Source: an optimization exercise on an open RTL-to-GDS flow (aim: small area and a short achievable clock period). Production flows keep margins and buffers that such runs may drop. The RTL was checked by simulation tests, not by an equivalence proof against the original design.

==> design.v <==
module pd_unit_lut (
    input  wire [3:0] idx,
    output reg        valid,
    output reg  [6:0] step,
    output reg  [3:0] width,
    output reg  [1:0] unit
);
    localparam U_MV = 2'd0, U_MA = 2'd1, U_C = 2'd2;
    always @(*) begin
        valid = 1'b1;
        case (idx)
            4'd0:  begin step = 7'd80;  width = 4'd8;  unit = U_MV; end  
            4'd1:  begin step = 7'd24;  width = 4'd8;  unit = U_MA; end  
            4'd2:  begin step = 7'd1;   width = 4'd8;  unit = U_C;  end  
            4'd3:  begin step = 7'd10;  width = 4'd10; unit = U_MA; end  
            4'd4:  begin step = 7'd50;  width = 4'd10; unit = U_MV; end  
            4'd5:  begin step = 7'd50;  width = 4'd7;  unit = U_MA; end  
            4'd6:  begin step = 7'd100; width = 4'd8;  unit = U_MV; end  
            4'd7:  begin step = 7'd100; width = 4'd8;  unit = U_MV; end  
            4'd8:  begin step = 7'd10;  width = 4'd10; unit = U_MA; end  
            4'd9:  begin step = 7'd10;  width = 4'd10; unit = U_MA; end  
            4'd10: begin step = 7'd50;  width = 4'd7;  unit = U_MA; end  
            4'd11: begin step = 7'd20;  width = 4'd11; unit = U_MV; end  
            default: begin valid = 1'b0; step = 7'd1; width = 4'd0; unit = U_MV; end
        endcase
    end
endmodule
module pd_unit_pipe (
    input  wire [3:0]  sel,      
    input  wire        encode,   
    input  wire [15:0] val,
    output reg  [2:0]  err,
    output reg  [33:0] rec       
);
    localparam [2:0] E_NONE        = 3'd0;
    localparam [2:0] E_VALUE_RANGE = 3'd2;
    localparam [2:0] E_NOT_EXACT   = 3'd3;
    localparam [2:0] E_ILLEGAL_OP  = 3'd7;
    wire       lut_valid;
    wire [6:0] step;
    wire [3:0] width;
    wire [1:0] unit;
    pd_unit_lut u_lut (.idx(sel), .valid(lut_valid), .step(step), .width(width), .unit(unit));
    wire [15:0] dec_over = val >> width;
    wire [15:0] dec_phys = val * step;        
    wire [15:0] enc_rem  = val % step;        
    wire [15:0] enc_quo  = val / step;
    wire [15:0] enc_over = enc_quo >> width;
    always @(*) begin
        err = E_NONE;
        rec = 34'd0;
        if (!lut_valid) begin
            err = E_ILLEGAL_OP;
        end else if (!encode) begin
            if (dec_over != 16'd0) err = E_VALUE_RANGE;
            else rec = {unit, dec_phys, val};
        end else begin
            if (enc_rem != 16'd0)       err = E_NOT_EXACT;
            else if (enc_over != 16'd0) err = E_VALUE_RANGE;
            else rec = {unit, val, enc_quo};
        end
    end
endmodule
module pd_pdo_decode (
    input  wire [31:0]  w,
    output wire         ok,        
    output reg  [125:0] rec
);
    wire [1:0] tag = w[31:30];
    wire is_fixed = (tag == 2'b00);
    wire is_pps   = (tag == 2'b01);
    assign ok = is_fixed | is_pps;
    wire [9:0] f_i   = w[9:0];
    wire [9:0] f_v   = w[19:10];
    wire [6:0] p_i   = w[6:0];
    wire [7:0] p_vmn = w[15:8];
    wire [7:0] p_vmx = w[24:17];
    wire [1:0] p_apd = w[29:28];
    always @(*) begin
        rec = 126'd0;
        if (is_fixed) begin
            rec[0]       = 1'b0;
            rec[10:1]    = f_i;
            rec[20:11]   = f_v;
            rec[36:21]   = f_i * 16'd10;
            rec[52:37]   = f_v * 16'd50;
        end else if (is_pps) begin
            rec[0]       = 1'b1;
            rec[59:53]   = p_i;
            rec[67:60]   = p_vmn;
            rec[75:68]   = p_vmx;
            rec[77:76]   = p_apd;
            rec[93:78]   = p_i * 16'd50;
            rec[109:94]  = p_vmn * 16'd100;
            rec[125:110] = p_vmx * 16'd100;
        end
    end
endmodule
module pd_rdo_decode (
    input  wire         pps,
    input  wire [31:0]  w,
    output reg  [108:0] rec
);
    always @(*) begin
        rec = 109'd0;
        if (!pps) begin
            rec[0]      = 1'b0;
            rec[10:1]   = w[9:0];
            rec[20:11]  = w[19:10];
            rec[23:21]  = w[30:28];
            rec[39:24]  = w[9:0] * 16'd10;
            rec[55:40]  = w[19:10] * 16'd10;
        end else begin
            rec[0]      = 1'b1;
            rec[62:56]  = w[6:0];
            rec[73:63]  = w[19:9];
            rec[76:74]  = w[30:28];
            rec[92:77]  = w[6:0] * 16'd50;
            rec[108:93] = w[19:9] * 16'd20;
        end
    end
endmodule
module pd_codec (
    input  wire         clk,
    input  wire [7:0]   cmd,
    input  wire [223:0] pay,         
    input  wire [7:0]   cnt,
    input  wire [7:0]   pos,
    input  wire [15:0]  req_i,
    input  wire [15:0]  req_v,
    input  wire [15:0]  val,
    input  wire [7:0]   ev_in,
    input  wire [15:0]  fa,
    input  wire [15:0]  fb,
    input  wire [15:0]  fc,
    input  wire [15:0]  fd,
    output reg  [2:0]   err,
    output reg  [2:0]   err_idx,
    output reg  [78:0]  status_out,
    output reg  [7:0]   events_out,
    output reg  [2:0]   pdo_len,
    output reg  [881:0] pdo_out,     
    output reg  [108:0] rdo_out,
    output reg  [31:0]  word_out,
    output reg  [31:0]  bytes_out,   
    output reg  [33:0]  unit_out,
    output reg  [19:0]  addr_out
);
    localparam [2:0] E_NONE         = 3'd0;
    localparam [2:0] E_UNRECOGNIZED = 3'd1;
    localparam [2:0] E_VALUE_RANGE  = 3'd2;
    localparam [2:0] E_NOT_EXACT    = 3'd3;
    localparam [2:0] E_POSITION     = 3'd4;
    localparam [2:0] E_COUNT        = 3'd5;
    localparam [2:0] E_UNKNOWN_ADDR = 3'd6;
    localparam [2:0] E_ILLEGAL_OP   = 3'd7;
    localparam [3:0] OP_UNIT_DEC     = 4'h0;
    localparam [3:0] OP_UNIT_ENC     = 4'h1;
    localparam [3:0] OP_STATUS_DEC   = 4'h2;
    localparam [3:0] OP_EVENT_DEC    = 4'h3;
    localparam [3:0] OP_EVENT_ENC    = 4'h4;
    localparam [3:0] OP_PDO_DEC      = 4'h5;
    localparam [3:0] OP_PDO_LIST_DEC = 4'h6;
    localparam [3:0] OP_PDO_PACK     = 4'h7;
    localparam [3:0] OP_RDO_ENC      = 4'h8;
    localparam [3:0] OP_RDO_DEC      = 4'h9;
    localparam [3:0] OP_RDO_PACK     = 4'hA;
    localparam [3:0] OP_ADDR_LOOKUP  = 4'hB;
    reg [7:0]   r_cmd;
    reg [223:0] r_pay;
    reg [7:0]   r_cnt, r_pos, r_ev;
    reg [15:0]  r_req_i, r_req_v, r_val, r_fa, r_fb, r_fc, r_fd;
    always @(posedge clk) begin
        r_cmd   <= cmd;
        r_pay   <= pay;
        r_cnt   <= cnt;
        r_pos   <= pos;
        r_req_i <= req_i;
        r_req_v <= req_v;
        r_val   <= val;
        r_ev    <= ev_in;
        r_fa    <= fa;
        r_fb    <= fb;
        r_fc    <= fc;
        r_fd    <= fd;
    end
    wire [3:0] op  = r_cmd[3:0];
    wire [3:0] sel = r_cmd[7:4];
    wire [31:0] lane [0:6];
    genvar k;
    generate
        for (k = 0; k < 7; k = k + 1) begin : g_lane
            assign lane[k] = r_pay[32*k +: 32];
        end
    endgenerate
    wire [2:0]  unit_err;
    wire [33:0] unit_rec;
    pd_unit_pipe u_unit (
        .sel(sel), .encode(op == OP_UNIT_ENC), .val(r_val),
        .err(unit_err), .rec(unit_rec)
    );
    wire         lane_ok  [0:6];
    wire [125:0] lane_rec [0:6];
    generate
        for (k = 0; k < 7; k = k + 1) begin : g_pdo
            pd_pdo_decode u_dec (.w(lane[k]), .ok(lane_ok[k]), .rec(lane_rec[k]));
        end
    endgenerate
    reg [2:0] list_bad_idx;
    integer i;
    always @(*) begin
        list_bad_idx = 3'd0;
        for (i = 6; i >= 0; i = i - 1)
            if (i < r_cnt && !lane_ok[i]) list_bad_idx = i + 1;
    end
    wire [2:0]   sel_idx = r_pos[2:0] - 3'd1;
    wire         sel_ok  = lane_ok[sel_idx];
    wire [125:0] sel_rec = lane_rec[sel_idx];
    wire         sel_pps = sel_rec[0];
    wire [9:0]  sel_fix_max  = sel_rec[10:1];
    wire [6:0]  sel_pps_max  = sel_rec[59:53];
    wire [15:0] sel_pps_vmin = sel_rec[109:94];
    wire [15:0] sel_pps_vmax = sel_rec[125:110];
    wire [15:0] fix_op = r_req_i / 16'd10;
    wire [15:0] pps_op = r_req_i / 16'd50;
    wire [15:0] pps_v  = r_req_v / 16'd20;
    wire fix_i_exact = (r_req_i % 16'd10) == 16'd0;
    wire pps_i_exact = (r_req_i % 16'd50) == 16'd0;
    wire pps_v_exact = (r_req_v % 16'd20) == 16'd0;
    reg  [2:0]  enc_err;
    reg  [31:0] enc_word;
    always @(*) begin
        enc_err  = E_NONE;
        enc_word = 32'd0;
        if (r_cnt > 8'd7)
            enc_err = E_COUNT;
        else if (r_pos == 8'd0 || r_pos > r_cnt)
            enc_err = E_POSITION;
        else if (!sel_ok)
            enc_err = E_UNRECOGNIZED;
        else if (!sel_pps) begin
            if (!fix_i_exact)
                enc_err = E_NOT_EXACT;
            else if (fix_op > {6'd0, sel_fix_max})
                enc_err = E_VALUE_RANGE;
            else  
                enc_word = {1'b0, r_pos[2:0], 8'd0, fix_op[9:0], fix_op[9:0]};
        end else begin
            if (!pps_i_exact || !pps_v_exact)
                enc_err = E_NOT_EXACT;
            else if (pps_op > {9'd0, sel_pps_max})
                enc_err = E_VALUE_RANGE;
            else if (r_req_v < sel_pps_vmin || r_req_v > sel_pps_vmax)
                enc_err = E_VALUE_RANGE;
            else
                enc_word = {1'b0, r_pos[2:0], 8'd0, pps_v[10:0], 2'b00, pps_op[6:0]};
        end
    end
    wire         rdo_src_enc = (op == OP_RDO_ENC);
    wire [108:0] rdo_rec;
    pd_rdo_decode u_rdo (
        .pps(rdo_src_enc ? sel_pps : sel[0]),
        .w(rdo_src_enc ? enc_word : lane[0]),
        .rec(rdo_rec)
    );
    wire pdo_fix_fit = (r_fa < 16'd1024) && (r_fb < 16'd1024);
    wire pdo_pps_fit = (r_fa < 16'd128) && (r_fb < 16'd256) && (r_fc < 16'd256) && (r_fd < 16'd4);
    wire [31:0] pdo_fix_word = {2'b00, 10'd0, r_fb[9:0], r_fa[9:0]};
    wire [31:0] pdo_pps_word = {2'b01, r_fd[1:0], 3'd0, r_fc[7:0], 1'b0, r_fb[7:0], 1'b0, r_fa[6:0]};
    wire rdo_fix_fit = (r_fa < 16'd1024) && (r_fb < 16'd1024) && (r_fc < 16'd8);
    wire rdo_pps_fit = (r_fa < 16'd128) && (r_fb < 16'd2048) && (r_fc < 16'd8);
    wire [31:0] rdo_fix_word = {1'b0, r_fc[2:0], 8'd0, r_fb[9:0], r_fa[9:0]};
    wire [31:0] rdo_pps_word = {1'b0, r_fc[2:0], 8'd0, r_fb[10:0], 2'b00, r_fa[6:0]};
    reg        addr_hit;
    reg [19:0] addr_rec;
    always @(*) begin
        addr_hit = (r_val[15:8] == 8'd0);
        case (r_val[7:0])
            8'h00: addr_rec = {8'h06, 2'd1, 3'd7, 3'd4, 4'd0};
            8'h1C: addr_rec = {8'hFF, 2'd1, 3'd1, 3'd1, 4'd1};
            8'h1D: addr_rec = {8'h02, 2'd1, 3'd1, 3'd4, 4'd2};
            8'h1E: addr_rec = {8'h03, 2'd3, 3'd1, 3'd2, 4'd3};
            8'h20: addr_rec = {8'h00, 2'd1, 3'd1, 3'd1, 4'd4};
            8'h21: addr_rec = {8'h10, 2'd1, 3'd1, 3'd1, 4'd5};
            8'h22: addr_rec = {8'h20, 2'd1, 3'd1, 3'd1, 4'd6};
            8'h30: addr_rec = {8'h09, 2'd2, 3'd1, 3'd4, 4'd7};
            default: begin addr_rec = 20'd0; addr_hit = 1'b0; end
        endcase
    end
    wire [7:0] sb = r_pay[7:0];
    always @(*) begin
        err        = E_NONE;
        err_idx    = 3'd0;
        status_out = 79'd0;
        events_out = 8'd0;
        pdo_len    = 3'd0;
        pdo_out    = 882'd0;
        rdo_out    = 109'd0;
        word_out   = 32'd0;
        bytes_out  = 32'd0;
        unit_out   = 34'd0;
        addr_out   = 20'd0;
        case (op)
            OP_UNIT_DEC, OP_UNIT_ENC: begin
                err = unit_err;
                if (unit_err == E_NONE) unit_out = unit_rec;
            end
            OP_STATUS_DEC: begin
                if (sel != 4'd0) err = E_ILLEGAL_OP;
                else status_out = {
                    {8'd0, r_pay[31:24]},           
                    r_pay[23:16] * 16'd24,          
                    r_pay[15:8]  * 16'd80,          
                    r_pay[31:24], r_pay[23:16], r_pay[15:8],
                    sb[7], sb[6], sb[5], sb[4], sb[2], sb[1], sb[0]
                };
            end
            OP_EVENT_DEC: begin
                if (sel != 4'd0) err = E_ILLEGAL_OP;
                else events_out = {r_pay[11:8], r_pay[3:0]};
            end
            OP_EVENT_ENC: begin
                if (sel != 4'd0) err = E_ILLEGAL_OP;
                else bytes_out = {16'd0, 4'd0, r_ev[7:4], 4'd0, r_ev[3:0]};
            end
            OP_PDO_DEC: begin
                if (sel != 4'd0) err = E_ILLEGAL_OP;
                else if (!lane_ok[0]) err = E_UNRECOGNIZED;
                else begin
                    pdo_len        = 3'd1;
                    pdo_out[125:0] = lane_rec[0];
                end
            end
            OP_PDO_LIST_DEC: begin
                if (sel != 4'd0) err = E_ILLEGAL_OP;
                else if (r_cnt > 8'd7) err = E_COUNT;
                else if (list_bad_idx != 3'd0) begin
                    err     = E_UNRECOGNIZED;
                    err_idx = list_bad_idx;
                end else begin
                    pdo_len = r_cnt[2:0];
                    for (i = 0; i < 7; i = i + 1)
                        if (i < r_cnt) pdo_out[126*i +: 126] = lane_rec[i];
                end
            end
            OP_PDO_PACK: begin
                if (sel > 4'd1) err = E_ILLEGAL_OP;
                else if (sel == 4'd0) begin
                    if (!pdo_fix_fit) err = E_VALUE_RANGE;
                    else begin word_out = pdo_fix_word; bytes_out = pdo_fix_word; end
                end else begin
                    if (!pdo_pps_fit) err = E_VALUE_RANGE;
                    else begin word_out = pdo_pps_word; bytes_out = pdo_pps_word; end
                end
            end
            OP_RDO_ENC: begin
                if (sel != 4'd0) err = E_ILLEGAL_OP;
                else if (enc_err != E_NONE) begin
                    err = enc_err;
                    if (enc_err == E_UNRECOGNIZED) err_idx = r_pos[2:0];
                end else begin
                    rdo_out   = rdo_rec;
                    word_out  = enc_word;
                    bytes_out = enc_word;
                end
            end
            OP_RDO_DEC: begin
                if (sel > 4'd1) err = E_ILLEGAL_OP;
                else rdo_out = rdo_rec;
            end
            OP_RDO_PACK: begin
                if (sel > 4'd1) err = E_ILLEGAL_OP;
                else if (sel == 4'd0) begin
                    if (!rdo_fix_fit) err = E_VALUE_RANGE;
                    else begin word_out = rdo_fix_word; bytes_out = rdo_fix_word; end
                end else begin
                    if (!rdo_pps_fit) err = E_VALUE_RANGE;
                    else begin word_out = rdo_pps_word; bytes_out = rdo_pps_word; end
                end
            end
            OP_ADDR_LOOKUP: begin
                if (sel != 4'd0) err = E_ILLEGAL_OP;
                else if (!addr_hit) err = E_UNKNOWN_ADDR;
                else addr_out = addr_rec;
            end
            default: err = E_ILLEGAL_OP;
        endcase
    end
endmodule
==> run.sh <==
#!/bin/bash
# synth_recipe.tcl (not shown) runs the flow's synth.tcl, then flattens the netlist and writes it again
# the make line also repeats each setting of config.mk as NAME=value (left out here)
make -C /OpenROAD-flow-scripts/flow DESIGN_CONFIG=/design/flow/config.mk WORK_HOME=/design/flow/orfs CLKGATE_MAP_FILE= SYNTH_SCRIPT=/design/flow/synth_recipe.tcl finish
==> config.mk <==
export PLATFORM = sky130hd
export DESIGN_NAME = pd_codec
export DESIGN_NICKNAME = pd_codec
export VERILOG_FILES = /design/flow/design.v
export SDC_FILE = /design/flow/constraint.sdc
export NUM_CORES = 4
export LEC_CHECK = 0
export CAP_MARGIN = 20
export CORE_AREA = 5 5 595 495
export DIE_AREA = 0 0 600 500
export SLEW_MARGIN = 20
==> constraint.sdc <==
create_clock -name core_clock -period 40.0 [get_ports {clk}]
set_input_delay 8.0000 -clock core_clock [delete_from_list [all_inputs] [get_ports {clk}]]
set_output_delay 8.0000 -clock core_clock [all_outputs]
set_load 0.01 [all_outputs]
==> metrics.cfg <==
[synthesis]
yosysWarnings = 5
syn_area_sq_um = 55200
yosysSeqAreaShare = 0.132
synth_edf_count = 0
synth_top_area_frac = 0.246
synth_top_cell_by_area = ha_1
synthFlopType = dfxtp_1
ys_types = 133
async_flop_share = 0
ys_ff_latch = 364
syn_inst = 6958
syn_avg_cell_area_sq_um = 7.93
synth.area.top_cells = ha_1 25%, dfxtp_1 13%, fa_1 5.9%

[cells_and_area]
final_common_cell = clkdlybuf4s50_1
drive_gt1_frac = 0.0894
area_growth_pct = 40.4
design_area_sq_um = 77500
fillers = 31504
layout.cells.non_filler = 12371
mostFrequentLayoutCells = 1408 x clkdlybuf4s50_1, 1087 x ha_1, 714 x inv_1
nets = 10101

[timing]
max_slew_margin = 0.190
post-route-period-util = 0.947
clock.fmax_ghz = 0.0264
period_needed_ps = 37870
finalSetupViolations = 0
finalMaxSlewViolations = 0
worst-slew-pin-transition_ps = 1200
timing.final.ws_setup_ps = 2130
hold_viol_final = 0

[route]
wl_um = 346000
antenna_left = 0
routedWlPerCell_um = 28.0
first_pass_iters = 8
via_count = 57657
drc_errors = 0
viasPerCell = 4.66
drt_iter0_drc = 4928

[global_routing]
track_usage = 0.219
grt-ovfl-total = 0
grt_max_degree = 37
antenna_found_initial = 83
grt_pass1_vias = 54041
grt_pass1_wl_um = 455000

[placed_design]
pre_cts_slack_ps = 1350
dp.cells = 12222
place_congestion = 0.976
placed_area_sq_um = 75200
hpwl_um = 297000
port_buffers = 1416

[setup_path]
max_stage_delay_ps = 620
cp_common_cell = o21a_1
critPathKind = reg -> out
cp.arrival_ps = 29870
crit_path_top_delay_cell = clkdlybuf4s50_1
end_kind = output pin
required_ps = 32000
startpoint_type = flip-flop
cp_max_fo = 10

[clock_network]
clockBufferDepth = 3
cts.reportedPaths.clkPinSlew_ps = 80
cts_tree = done
htree_levels = 2
root_buffer = clkbuf_16
clkSinkCount = 364
cts_buffers = 56

[flow_run]
maxCapViolations = 0

[worst_hold_path]
holdCritPathClass = in -> reg

[floorplan]
row_count = 179
die_height_um = 500
core_sq_um = 287000
die_w_um = 600
die-area_sq_um = 300000
start_util = 0.192
ioPinCount = 1574

[status]
status = complete, no violations

## worst max-delay path, delay by kind of cell (launching register included)
family	cells	cell delay [ps]
adder cells (fa/ha/maj)	16	4610
flip-flops	1	400
buffers and inverters	13	2410
AO/OA/AOI/OAI	77	13460
AND/OR/NAND/NOR	39	6510
multiplexers	7	1770
## final timing paths
kind	slack, ps	from	to	depth (start not counted)
max	2130	r_val[15]$_DFF_P_	err[1]	152
min	7700	pay[199]	r_pay[199]$_DFF_P_	1
## flip-flops by register name, summed over array words and instances, names as in the netlist, 16 cells and up
name	flops
r_req_v	16
r_pay	206
r_req_i	16
r_fd	16
r_fc	16
r_val	16
r_fa	16
r_fb	16
## per-stage QoR
step	setup TNS [ps]	util	hold slack, ps
final	0	0.270	7700
after global routing	-97.4	0.270	7630
after CTS	0	0.269	7580
after detailed placement	0	0.262	8450
after global placement	0	0.262	8440
after floorplan	0	-	8030
## cells by family after synthesis
kind of cell               count (synthesis)  synth area share
AOI/OAI and AO/OA                       1583             0.198
DFF                                      364             0.132
other                                      1         0.0000679
buffers and inverters                   1262             0.105
adders and majority gates               1253             0.306
xor gates and xnor gates                 379            0.0605
and+or+nand+nor                         2070             0.190
muxes                                     46           0.00929
## routing by layer
layer,track usage,vias up,share of wire
li1,-,27108,-
met3,0.0667,476,0.096
met4,0.111,46,0.057
met1,0.259,27523,0.39
met2,0.356,2504,0.46
met5,0,-,0.00079
## final cells by class
cell class | instances | area (sq um) | share of cell area
antenna | 40 | 100 | 0.00129
sequential | 364 | 7290 | 0.0941
clock inverter | 40 | 487 | 0.00628
timing repair buffer | 1870 | 17700 | 0.228
multi-input combinational | 5470 | 42900 | 0.554
tap | 3801 | 4760 | 0.0614
inverter | 720 | 2700 | 0.0349
clock buffer | 66 | 1540 | 0.0199
## timing repair
action / CTS / global route
gates resized for setup: 0 / 43
hold buffers: 0 / 0
endpoints found under the setup margin: 0 / 35
buffers inserted: 0 / 3
hold endpoints to repair: 0 / 0
## synth_stat cells, types with 36 or more instances
library cell,instances
nor2b_1,120
a22oi_1,69
o21ai_0,175
o211ai_1,37
a211oi_1,39
a21oi_1,388
nand2_1,309
nor4_1,48
nand3_1,79
nand2b_1,85
and3_1,150
and2_1,239
a31oi_1,39
dfxtp_1,364
o21bai_1,114
xnor2_1,246
o31ai_1,36
xor2_1,131
buf_4,266
ha_1,1087
o22ai_1,82
nor2_1,702
fa_1,163
a21o_1,184
o21a_1,77
nor3_1,151
inv_1,714
o21ai_1,48
clkbuf_1,238

what the ideal ports hide:
The flow's constraints put no driver on any port. The routed layout listed below was extracted and timed again, unchanged, in two steps. Step 1, drivers: a clkbuf_16 drives clk and a buf_2 each remaining input, both assumed. Step 2 times the ports against the registers' clock, not the clock port: input delays grow and output delays shrink by t, the midpoint of the rising clock arrivals with the driver on. Slacks: ideal / step 1 / step 2; pairs: ideal / step 1.
t (ns): 0.829
setup slack, ns: 2.129 / 2.020 / 2.849
worst setup path after step 2: register to output
slew at the worst register clock pin (ns): 0.08 / 0.08
cell pins on the clock port's net: 1
After both steps setup and hold are still met in this run. For this run, drivers alone change the setup slack by -0.109 ns; drivers and shift together by +0.720 ns.
